This design comes from an exercise in tuning for small area, a short achievable clock period and few clock cycles on the open sky130 flow, not from production work. In this exercise RTL edits were held to simulation tests only and were not proved equivalent to the original. No activity file was given, so power comes from the tool's default toggle rates.

### design/flow/config.mk
export PLATFORM = sky130hd
export DESIGN_NAME = dot_core
export DESIGN_NICKNAME = dot_core
export VERILOG_FILES = /design/flow/design.v
export SDC_FILE = /design/flow/constraint.sdc
export NUM_CORES = 4
export LEC_CHECK = 0
export CAP_MARGIN = 20
export CORE_MARGIN = 2
export CORE_UTILIZATION = 40
export SLEW_MARGIN = 20
### design/flow/constraint.sdc
create_clock -name core_clock -period 30.0 [get_ports {clk}]
set_input_delay 6.0000 -clock core_clock [delete_from_list [all_inputs] [get_ports {clk}]]
set_output_delay 6.0000 -clock core_clock [all_outputs]
set_load 0.01 [all_outputs]
### design/flow/design.v
module dot_core (
    input  wire        clk,
    input  wire        rst,           
    input  wire        op_valid,
    output wire        op_ready,
    input  wire [4:0]  op,
    input  wire [7:0]  arg_x,         
    input  wire [7:0]  arg_y,         
    input  wire        arg_state,
    input  wire [7:0]  arg_width,
    input  wire [7:0]  arg_height,
    input  wire [7:0]  arg_rows,      
    input  wire [7:0]  arg_addr,
    input  wire [7:0]  arg_data,
    input  wire [15:0] arg_level,     
    input  wire [7:0]  arg_button,
    input  wire [15:0] arg_fps,
    output reg         done,
    output reg         refused,
    output reg  [31:0] result,
    output wire [7:0]  spr_addr,
    input  wire [7:0]  spr_data,
    input  wire        in_left,
    input  wire        in_right,
    input  wire [31:0] now_ms,
    output reg         din,
    output reg         sclk,
    output reg         cs_n
);
    localparam [4:0] OP_CLEAR      = 5'h01;
    localparam [4:0] OP_FILL       = 5'h02;
    localparam [4:0] OP_SETPIXEL   = 5'h03;
    localparam [4:0] OP_GETPIXEL   = 5'h04;
    localparam [4:0] OP_DRAWSPRITE = 5'h05;
    localparam [4:0] OP_SENDCMD    = 5'h09;
    localparam [4:0] OP_BEGIN      = 5'h0A;
    localparam [4:0] OP_SHOW       = 5'h0B;
    localparam [4:0] OP_SETBRIGHT  = 5'h0C;
    localparam [4:0] OP_UPDATE     = 5'h10;
    localparam [4:0] OP_PRESSED    = 5'h11;
    localparam [4:0] OP_RELEASED   = 5'h12;
    localparam [4:0] OP_HELD       = 5'h13;
    localparam [4:0] OP_CHORD      = 5'h14;
    localparam [4:0] OP_HOLDTIME   = 5'h15;
    localparam [4:0] OP_WAITFRAME  = 5'h18;
    localparam [4:0] OP_FRAMECOUNT = 5'h19;
    localparam [7:0] INTENSITY_DEFAULT = 8'h08;
    localparam integer DIV_STEPS = 5;
    reg rdy;
    assign op_ready = rdy;
    wire acc = op_valid & rdy;
    reg [7:0]  fb [0:7];
    reg        curr_left, curr_right, last_left, last_right, chord_latch;
    reg [15:0] left_hold_g, right_hold_g;
    reg [31:0] last_sample_ts;
    reg [31:0] last_frame_ts;
    reg [31:0] frame_counter;
    wire [15:0] left_hold_ms  = last_sample_ts[15:0] - left_hold_g;
    wire [15:0] right_hold_ms = last_sample_ts[15:0] - right_hold_g;
    reg [4:0]  op_q;
    reg        state_q;
    reg [7:0]  x_q, y_q;
    reg [3:0]  width_q;       
    reg [7:0]  height_q;
    reg        spr_bad_q;     
    reg [7:0]  addr_q, data_q;
    reg        fps_zero_q, fps_big_q;
    reg [9:0]  fps_q;
    wire signed [15:0] level_s = arg_level;
    wire [7:0] bright = (level_s < 0)  ? 8'h00 :
                        (level_s > 15) ? 8'h0F : {4'h0, arg_level[3:0]};
    always @(posedge clk) begin
        if (rdy) begin
            op_q       <= op;
            state_q    <= arg_state;
            x_q        <= arg_x;
            y_q        <= arg_y;
            width_q    <= arg_width[3:0];
            height_q   <= arg_height;
            spr_bad_q  <= (arg_width > 8'd8) || (arg_rows < arg_height);
            addr_q     <= arg_addr;
            data_q     <= (op == OP_SETBRIGHT) ? bright : arg_data;
            fps_zero_q <= (arg_fps == 16'd0);
            fps_big_q  <= (arg_fps > 16'd1000);
            fps_q      <= arg_fps[9:0];
        end
    end
    reg one_cycle;       
    reg bad_op;
    always @(*) begin
        one_cycle = 1'b0;
        bad_op    = 1'b0;
        case (op)
            OP_CLEAR, OP_FILL, OP_SETPIXEL, OP_UPDATE,
            OP_PRESSED, OP_RELEASED, OP_HELD, OP_CHORD, OP_HOLDTIME,
            OP_FRAMECOUNT: one_cycle = 1'b1;
            OP_GETPIXEL, OP_DRAWSPRITE, OP_SENDCMD, OP_BEGIN, OP_SHOW,
            OP_SETBRIGHT, OP_WAITFRAME: one_cycle = 1'b0;
            default: begin one_cycle = 1'b1; bad_op = 1'b1; end
        endcase
    end
    wire chord_now  = curr_left && curr_right;
    wire chord_last = last_left && last_right;
    wire btn_l = (arg_button == 8'd0);
    wire btn_r = (arg_button == 8'd1);
    wire btn_c = (arg_button == 8'd2);
    reg [31:0] q_result;
    always @(*) begin
        q_result = 32'h0;
        case (op)
            OP_PRESSED:  q_result[0] = (btn_l & curr_left & !last_left & !curr_right) |
                                       (btn_r & curr_right & !last_right & !curr_left) |
                                       (btn_c & chord_now & !chord_last);
            OP_RELEASED: q_result[0] = (btn_l & last_left & !curr_left & !chord_latch) |
                                       (btn_r & last_right & !curr_right & !chord_latch) |
                                       (btn_c & chord_last & !chord_now);
            OP_HELD:     q_result[0] = (btn_l & curr_left & !curr_right) |
                                       (btn_r & curr_right & !curr_left) |
                                       (btn_c & chord_now);
            OP_CHORD:    q_result[0] = chord_now;
            OP_HOLDTIME: q_result[15:0] = ({16{btn_l}} & left_hold_ms) |
                                          ({16{btn_r}} & right_hold_ms);
            OP_FRAMECOUNT: q_result = frame_counter;
            default: ;
        endcase
    end
    reg pend;            
    always @(posedge clk) begin
        if (rst) pend <= 1'b0;
        else     pend <= acc;
    end
    wire pend_clear = pend && (op_q == OP_CLEAR || op_q == OP_FILL || op_q == OP_BEGIN);
    wire pend_set   = pend && (op_q == OP_SETPIXEL);
    wire pend_get   = pend && (op_q == OP_GETPIXEL);
    wire pend_cmd   = pend && (op_q == OP_SENDCMD || op_q == OP_SETBRIGHT ||
                               op_q == OP_SHOW || op_q == OP_BEGIN);
    wire pend_wf    = pend && (op_q == OP_WAITFRAME);
    wire signed [7:0] xs = x_q;
    wire signed [7:0] ys = y_q;
    wire in_range = (x_q[7:3] == 5'd0) && (y_q[7:3] == 5'd0);
    wire [2:0] xi = x_q[2:0];
    wire [2:0] yi = y_q[2:0];
    wire fill_val = (op_q == OP_FILL) ? state_q : 1'b0;
    reg        spr_act;
    reg [7:0]  sy;
    reg [7:0]  spr_q;
    reg [2:0]  spr_row;
    reg        spr_wr;
    assign spr_addr = sy;
    wire signed [9:0] ys10 = {{2{y_q[7]}}, y_q};
    wire signed [9:0] xs10 = {{2{x_q[7]}}, x_q};
    wire signed [9:0] h10  = {2'b00, height_q};
    wire signed [9:0] w10  = {6'b0, width_q};
    wire spr_empty = (height_q == 8'd0) || (width_q == 4'd0) ||
                     (ys10 >= 10'sd8) || (ys10 + h10 <= 10'sd0) ||
                     (xs10 >= 10'sd8) || (xs10 + w10 <= 10'sd0);
    wire signed [9:0] last_a = h10 - 10'sd1;
    wire signed [9:0] last_b = 10'sd7 - ys10;
    wire signed [9:0] spr_last = (last_a < last_b) ? last_a : last_b;
    wire signed [9:0] row_pos = ys10 + $signed({2'b00, sy});
    wire spr_done_now = spr_bad_q || spr_empty || ($signed({2'b00, sy}) == spr_last);
    wire [7:0] width_mask = width_q[3] ? 8'hFF : ((8'h01 << width_q[2:0]) - 8'h01);
    wire [7:0] spr_bits = spr_q & width_mask;
    wire [2:0] neg_x = 3'd0 - x_q[2:0];
    wire [7:0] spr_shifted = x_q[7] ? (spr_bits >> neg_x) : (spr_bits << x_q[2:0]);
    reg        tx_act;
    reg [1:0]  tx_part;       
    reg [1:0]  tx_phase;      
    reg [3:0]  tx_bit;
    reg [3:0]  seq_idx;
    wire [3:0] seq_last = (op_q == OP_BEGIN) ? 4'd12 : (op_q == OP_SHOW) ? 4'd7 : 4'd0;
    wire [2:0] begin_row = seq_idx[2:0] - 3'd5;
    reg [15:0] cmd_word;
    always @(*) begin
        case (op_q)
            OP_SENDCMD:   cmd_word = {addr_q, data_q};
            OP_SETBRIGHT: cmd_word = {8'h0A, data_q};
            OP_SHOW:      cmd_word = {4'h0, {1'b0, seq_idx[2:0]} + 4'd1, fb[seq_idx[2:0]]};
            default: begin
                case (seq_idx)
                    4'd0: cmd_word = 16'h0F00;
                    4'd1: cmd_word = 16'h0900;
                    4'd2: cmd_word = 16'h0B07;
                    4'd3: cmd_word = {8'h0A, INTENSITY_DEFAULT};
                    4'd4: cmd_word = 16'h0C01;
                    default: cmd_word = {4'h0, {1'b0, begin_row} + 4'd1, 8'h00};
                endcase
            end
        endcase
    end
    wire tx_bit_val = cmd_word[~tx_bit];
    reg        wf_div;        
    reg        wf_wait;       
    reg [3:0]  div_i;         
    reg [10:0] div_rem;
    reg [9:0]  period_q;
    localparam [9:0] DIVIDEND = 10'd1000;
    reg [10:0] r_n;
    reg [9:0]  q_n;
    reg [3:0]  i_n;
    integer s;
    always @(*) begin
        r_n = wf_div ? div_rem  : 11'd0;
        q_n = wf_div ? period_q : 10'd0;
        i_n = wf_div ? div_i    : 4'd9;
        for (s = 0; s < DIV_STEPS; s = s + 1) begin
            if (i_n != 4'hF) begin
                r_n = {r_n[9:0], DIVIDEND[i_n]};
                if (r_n >= {1'b0, fps_q}) begin
                    r_n = r_n - {1'b0, fps_q};
                    q_n[i_n] = 1'b1;
                end
                i_n = i_n - 4'd1;
            end
        end
    end
    wire [32:0] thr_sum = {1'b0, last_frame_ts} + {23'h0, period_q};
    wire        thr_wrap = thr_sum[32];
    wire        ge_thr = (now_ms >= thr_sum[31:0]);
    wire        ge_last = (now_ms >= last_frame_ts);
    wire        frame_due = thr_wrap ? (ge_thr & !ge_last) : (ge_thr | !ge_last);
    integer i;
    always @(posedge clk) begin
        if (rst) begin
            rdy            <= 1'b1;
            done           <= 1'b0;
            refused        <= 1'b0;
            result         <= 32'h0;
            curr_left      <= 1'b0;
            curr_right     <= 1'b0;
            last_left      <= 1'b0;
            last_right     <= 1'b0;
            chord_latch    <= 1'b0;
            left_hold_g    <= 16'h0;
            right_hold_g   <= 16'h0;
            last_sample_ts <= 32'h0;
            last_frame_ts  <= 32'h0;
            frame_counter  <= 32'h0;
            spr_act        <= 1'b0;
            sy             <= 8'h0;
            spr_wr         <= 1'b0;
            tx_act         <= 1'b0;
            tx_part        <= 2'd0;
            tx_phase       <= 2'd0;
            tx_bit         <= 4'd0;
            seq_idx        <= 4'd0;
            wf_div         <= 1'b0;
            wf_wait        <= 1'b0;
            din            <= 1'b0;
            sclk           <= 1'b1;
            cs_n           <= 1'b1;
        end else begin
            done    <= 1'b0;
            spr_wr  <= 1'b0;
            if (acc) begin
                rdy     <= one_cycle;
                done    <= one_cycle;
                refused <= bad_op;
                result  <= q_result;
                if (op == OP_UPDATE) begin
                    last_left      <= curr_left;
                    last_right     <= curr_right;
                    curr_left      <= in_left;
                    curr_right     <= in_right;
                    last_sample_ts <= now_ms;
                    if (!in_left)  left_hold_g  <= now_ms[15:0];
                    if (!in_right) right_hold_g <= now_ms[15:0];
                    if (in_left && in_right)        chord_latch <= 1'b1;
                    else if (!in_left && !in_right) chord_latch <= 1'b0;
                end
                if (op == OP_BEGIN) begin
                    curr_left  <= in_left;
                    curr_right <= in_right;
                    last_left  <= in_left;
                    last_right <= in_right;
                    if (in_left && in_right)        chord_latch <= 1'b1;
                    else if (!in_left && !in_right) chord_latch <= 1'b0;
                end
                if (op == OP_DRAWSPRITE) spr_act <= 1'b1;
            end
            if (pend_clear) begin
                for (i = 0; i < 8; i = i + 1) fb[i] <= {8{fill_val}};
            end
            if (pend_set && in_range) fb[yi][xi] <= state_q;
            if (spr_wr) fb[spr_row] <= fb[spr_row] | spr_shifted;
            if (pend_get) begin
                done    <= 1'b1;
                refused <= 1'b0;
                result  <= {31'h0, in_range & fb[yi][xi]};
                rdy     <= 1'b1;
            end
            if (spr_act) begin
                spr_q   <= spr_data;
                spr_row <= row_pos[2:0];
                spr_wr  <= !spr_bad_q && !spr_empty && (row_pos >= 10'sd0);
                if (spr_done_now) begin
                    spr_act <= 1'b0;
                    sy      <= 8'h0;
                    done    <= 1'b1;
                    refused <= spr_bad_q;
                    rdy     <= 1'b1;
                end else begin
                    sy <= sy + 8'd1;
                end
            end
            if (pend_cmd) begin
                cs_n     <= 1'b0;
                tx_act   <= 1'b1;
                tx_part  <= 2'd0;
                tx_phase <= 2'd0;
                tx_bit   <= 4'd0;
                seq_idx  <= 4'd0;
            end else if (tx_act) begin
                if (tx_part == 2'd0) begin
                    case (tx_phase)
                        2'd0: begin
                            sclk     <= 1'b0;
                            tx_phase <= 2'd1;
                        end
                        2'd1: begin
                            din      <= tx_bit_val;
                            tx_phase <= 2'd2;
                        end
                        default: begin
                            sclk     <= 1'b1;
                            tx_phase <= 2'd0;
                            tx_bit   <= tx_bit + 4'd1;
                            if (tx_bit == 4'd15) tx_part <= 2'd1;
                        end
                    endcase
                end else if (tx_part == 2'd1) begin
                    cs_n <= 1'b1;
                    if (seq_idx == seq_last) begin
                        tx_act  <= 1'b0;
                        done    <= 1'b1;
                        refused <= 1'b0;
                        rdy     <= 1'b1;
                    end else begin
                        tx_part <= 2'd2;
                        seq_idx <= seq_idx + 4'd1;
                    end
                end else begin
                    cs_n    <= 1'b0;
                    tx_part <= 2'd0;
                end
            end
            if (pend_wf) begin
                if (fps_zero_q) begin
                    done    <= 1'b1;
                    refused <= 1'b1;
                    rdy     <= 1'b1;
                end else begin
                    div_rem  <= r_n;
                    period_q <= fps_big_q ? 10'd0 : q_n;
                    div_i    <= i_n;
                    if (fps_big_q || i_n == 4'hF) wf_wait <= 1'b1;
                    else                          wf_div  <= 1'b1;
                end
            end
            if (wf_div) begin
                div_rem  <= r_n;
                period_q <= q_n;
                div_i    <= i_n;
                if (i_n == 4'hF) begin
                    wf_div  <= 1'b0;
                    wf_wait <= 1'b1;
                end
            end
            if (wf_wait && frame_due) begin
                wf_wait       <= 1'b0;
                last_frame_ts <= now_ms;
                frame_counter <= frame_counter + 32'd1;
                done          <= 1'b1;
                refused       <= 1'b0;
                rdy           <= 1'b1;
            end
        end
    end
endmodule
### design/flow/run.sh
#!/bin/bash
# synth_recipe.tcl (not shown) runs the flow's synth.tcl, then flattens the netlist and writes it again
# the make line also repeats each setting of config.mk as NAME=value (left out here)
make -C /OpenROAD-flow-scripts/flow DESIGN_CONFIG=/design/flow/config.mk WORK_HOME=/design/flow/orfs CLKGATE_MAP_FILE= SYNTH_SCRIPT=/design/flow/synth_recipe.tcl finish
==> results.txt <==
[power groups by stage]
| stage | clock (W) | combinational [W] | sequential (W) |
|---|---|---|---|
| after floorplan | 0 | 0.000128 | 0.000534 |
| after global placement | 0 | 0.000191 | 0.000540 |
| after detailed placement | 0 | 0.000191 | 0.000540 |
| after CTS | 0.000536 | 0.000192 | 0.000530 |
| after global routing | 0.000554 | 0.000215 | 0.000532 |
| final | 0.000523 | 0.000193 | 0.000530 |
[worst max path at each step]
stage | from | end | slack (ns)
2_1_floorplan | wf_div$_SDFF_PP0_ | period_q[7]$_DFFE_PP_ | 18.13
3_5_place_dp | wf_div$_SDFF_PP0_ | div_rem[8]$_DFFE_PP_ | 16.20
4_1_cts | wf_div$_SDFF_PP0_ | div_rem[8]$_DFFE_PP_ | 16.21
3_3_place_gp | wf_div$_SDFF_PP0_ | div_rem[8]$_DFFE_PP_ | 16.39
5_1_grt | wf_div$_SDFF_PP0_ | div_rem[8]$_DFFE_PP_ | 14.26
6_report | wf_div$_SDFF_PP0_ | div_rem[8]$_DFFE_PP_ | 15.92
[Yosys cell counts (57+ instances only)]
cell,n,share of area (%)
nor3_1,75,1.4
edfxtp_1,162,18
xnor2_1,98,3.1
nor2_1,212,2.9
inv_1,194,2.6
o21ai_0,323,5.9
ha_1,226,10
clkbuf_1,142,1.9
nand2_1,400,5.4
a21oi_1,241,4.4
a21o_1,65,1.8
nand4_1,57,1.3
nand3_1,92,1.7
mux4_2,57,4.7
dfxtp_1,190,14
[metal layers]
metal	wire, µm	track usage (%)	vias to the layer above
met2	37000	36.6	902
li1	-	-	12200
met1	37700	32.7	11700
met3	6000	3.17	121
met5	0	0	-
met4	1950	6.13	0
[area by class of cell]
cell class / instances / area, µm² / area share (%)
Multi-Input combinational cell: 2555 / 17500 / 55.5
Sequential cell: 352 / 8670 / 27.5
Timing Repair Buffer: 218 / 2110 / 6.70
Clock buffer: 59 / 1200 / 3.80
Tap cell: 882 / 1100 / 3.50
Inverter: 198 / 743 / 2.36
Clock inverter: 23 / 204 / 0.647
[per-stage QoR]
step | utilization, % | power [W] | cell area, µm²
floorplan | - | 0.000662 | 27600
global placement | 44.0 | 0.000731 | 30100
detailed placement | 44.0 | 0.000731 | 30100
CTS | 46.0 | 0.00126 | 31500
global route | 46.1 | 0.00130 | 31500
finish | 46.1 | 0.00125 | 31500
[flip-flops by register name, summed over array words and instances, names as in the netlist, 5 cells and up, named ones only]
name            count
period_q           10
y_q                 8
last_sample_ts     16
last_frame_ts      32
fps_q              10
left_hold_g        16
addr_q              8
data_q              8
fb                 64
height_q            8
sy                  8
x_q                 8
right_hold_g       16
op_q                5
frame_counter      32
spr_q               8
div_rem            10
result             32
[worst reg2reg max path, delay by kind of cell, from the launching register on]
family          cells  cell delay [ns]
compound gates     35             7.94
simple gates       17             3.13
fa+ha+maj           6             1.78
buf+inv             4             0.75
flops               1             0.30
[cell families (layout without fill, tap and decap cells)]
kind of cell / count (synthesis) / in the layout
and+or+nand+nor: 1110 / 1110
AOI/OAI and AO/OA: 947 / 947
buffers and inverters: 363 / 498
DFF: 352 / 352
adders and majority gates: 237 / 237
xor gates and xnor gates: 149 / 149
muxes: 112 / 112
==> impl_metrics.ini <==
[sta]
fin_tns_setup_ns = 0
fin_worst_skew_ns = 0.0325
rsz0062_at_grt = false
period_needed_ns = 14.08
slew_violations = 0
setup_viol = 0
timing.final.crit_share_pct = 46.9
tightest_slew_ns = 1.17
relSlewSlack_pct = 22.0
layout_setup_ws_ns = 15.92
hold_viol = 0
max_freq_ghz = 0.0710
worst_hold_slack_ns = 0.447

[power_and_ir_drop]
power_density_nw_per_um2 = 39.5
swShare_pct = 27.8
p_leak_nw = 11.5
seqPwrFrac_pct = 42.5
intPower_w = 0.000900
vdd.ir_drop.worst_mv = 0.0371
pwr-share-clk_pct = 42.0
power.switching_w = 0.000347
power_frac_comb_pct = 15.5

[clock_network]
clk-insertion-delay-late_ns = 0.60
cts_tree = built
ctsLongestPathBuffers = 3
post_cts_buffers = 0
htreeDepth = 2
clk_pin_slew_ns = 0.06
cts_resized = 0
numCtsBuffers = 44
root_buffer = clkbuf_16
postCtsHoldBufs = 0
cts.sinks = 352

[setup_path]
max_stage_delay_ns = 0.50
crit_top_cell = o21ai_0
cp.arrival_ns = 14.46
criticalPathCategory = flop to flop
crit_cells = 62
critPathCaptureType = flop
critPathLaunchType = flop
cp_slowest_cell = nor2_1
cp_max_fo = 43
crit_required_ns = 30.38
r2r-end = div_rem[8]$_DFFE_PP_
rrSetupSlack_ns = 15.92
path_delay_family = compound AO/OA/AOI/OAI gates
crit_buf_inv = 4
r2r_cells = 62
reg2reg_from = wf_div$_SDFF_PP0_

[synth]
yosys_warnings = 1
synth-edff-count = 162
synthesis.area_um2 = 27600
synth-xor-area-share_pct = 4.81
synth_cell_types = 106
synth_compound_area_share_pct = 21.5
ys_ff_latch = 352
synthSimpleGateAreaFrac_pct = 19.3
synth_nets = 3654
synthFlopType = dfxtp_1
postSynthAreaPerCell_um2 = 8.43
synth.area.mux_share_pct = 6.73
async_flop_share_pct = 0
synth-seq-area-share_pct = 31.4
synthAdderAreaFrac_pct = 11.1
synth_top_family_by_area = compound AO/OA/AOI/OAI gates
synthCells = 3270

[grt]
track_usage_pct = 23.0
grt_pass1_vias = 23500
grt_pass1_wl_mm = 131
antenna_found_initial = 0
grt.overflow.total = 0
grt_max_degree = 91

[hold_path]
hp-start = result[25]$_SDFFE_PP0P_
worstHoldEndpoint = result[25]$_SDFFE_PP0P_
hold_depth = 2
hold_class = flop to flop

[place]
dpl_worst_slack_ns = 16.20
numPortBuffers = 192
hpwl_mm = 60.9
dp.cells = 4205
gp_congestion = 0.921

[floorplan]
die_x_um = 267
die_h_um = 267
io_pins = 193
design.core.area_um2 = 68500
start_util_pct = 40.3
num_rows = 96
dieArea_um2 = 71100

[final_layout]
finalNonFillerCells = 4287
final_cell_mix = 399 x nand2_1, 323 x o21ai_0, 240 x a21oi_1, 226 x ha_1, 210 x nor2_1
synthToLayoutAreaGrowth_pct = 14.4
final_common_cell = nand2_1
fillers = 6739
drive_above_1_share_pct = 7.08
n_antenna_cell = 0
num-nets-final = 3753

[route]
drt_wl_total_mm = 82.7
firstDrtPassIters = 6
drt-initial-drc-count = 2042
vias = 24900
via_per_inst = 5.81
ant_nets = 0
drcViolationCount = 0
wl_per_cell_um = 19.3

[flow_run]
drv_cap = 0

[run_status]
outcome = complete, no violations
Testbench counts, summed over its fixed seeds: cycles 108,744.

separate check: timing with driven ports:
Ports are ideal in the flow. The routed layout listed here was re-timed in OpenROAD. Step 1 sets driving cells, clkbuf_16 on the clock port and buf_2 on the other inputs (assumed; they add their load-dependent delay and slew). Step 2, shift: input delay + t, output delay - t, t = (earliest + latest rising clock arrival at the registers) / 2. This alone moves slack from input paths to output paths. a / b / c = ideal / step 1 / step 2; a / b = the first two.
t, ns: 0.647
setup slack, ns: 15.921 / 15.921 / 15.921
worst data-port slew with drivers (ns): 0.12
pins driven straight from the clock port: 1
After both steps this run still meets setup and hold. The setup slack of this run moves by 0.000 ns with the drivers and by 0.000 ns with both steps.
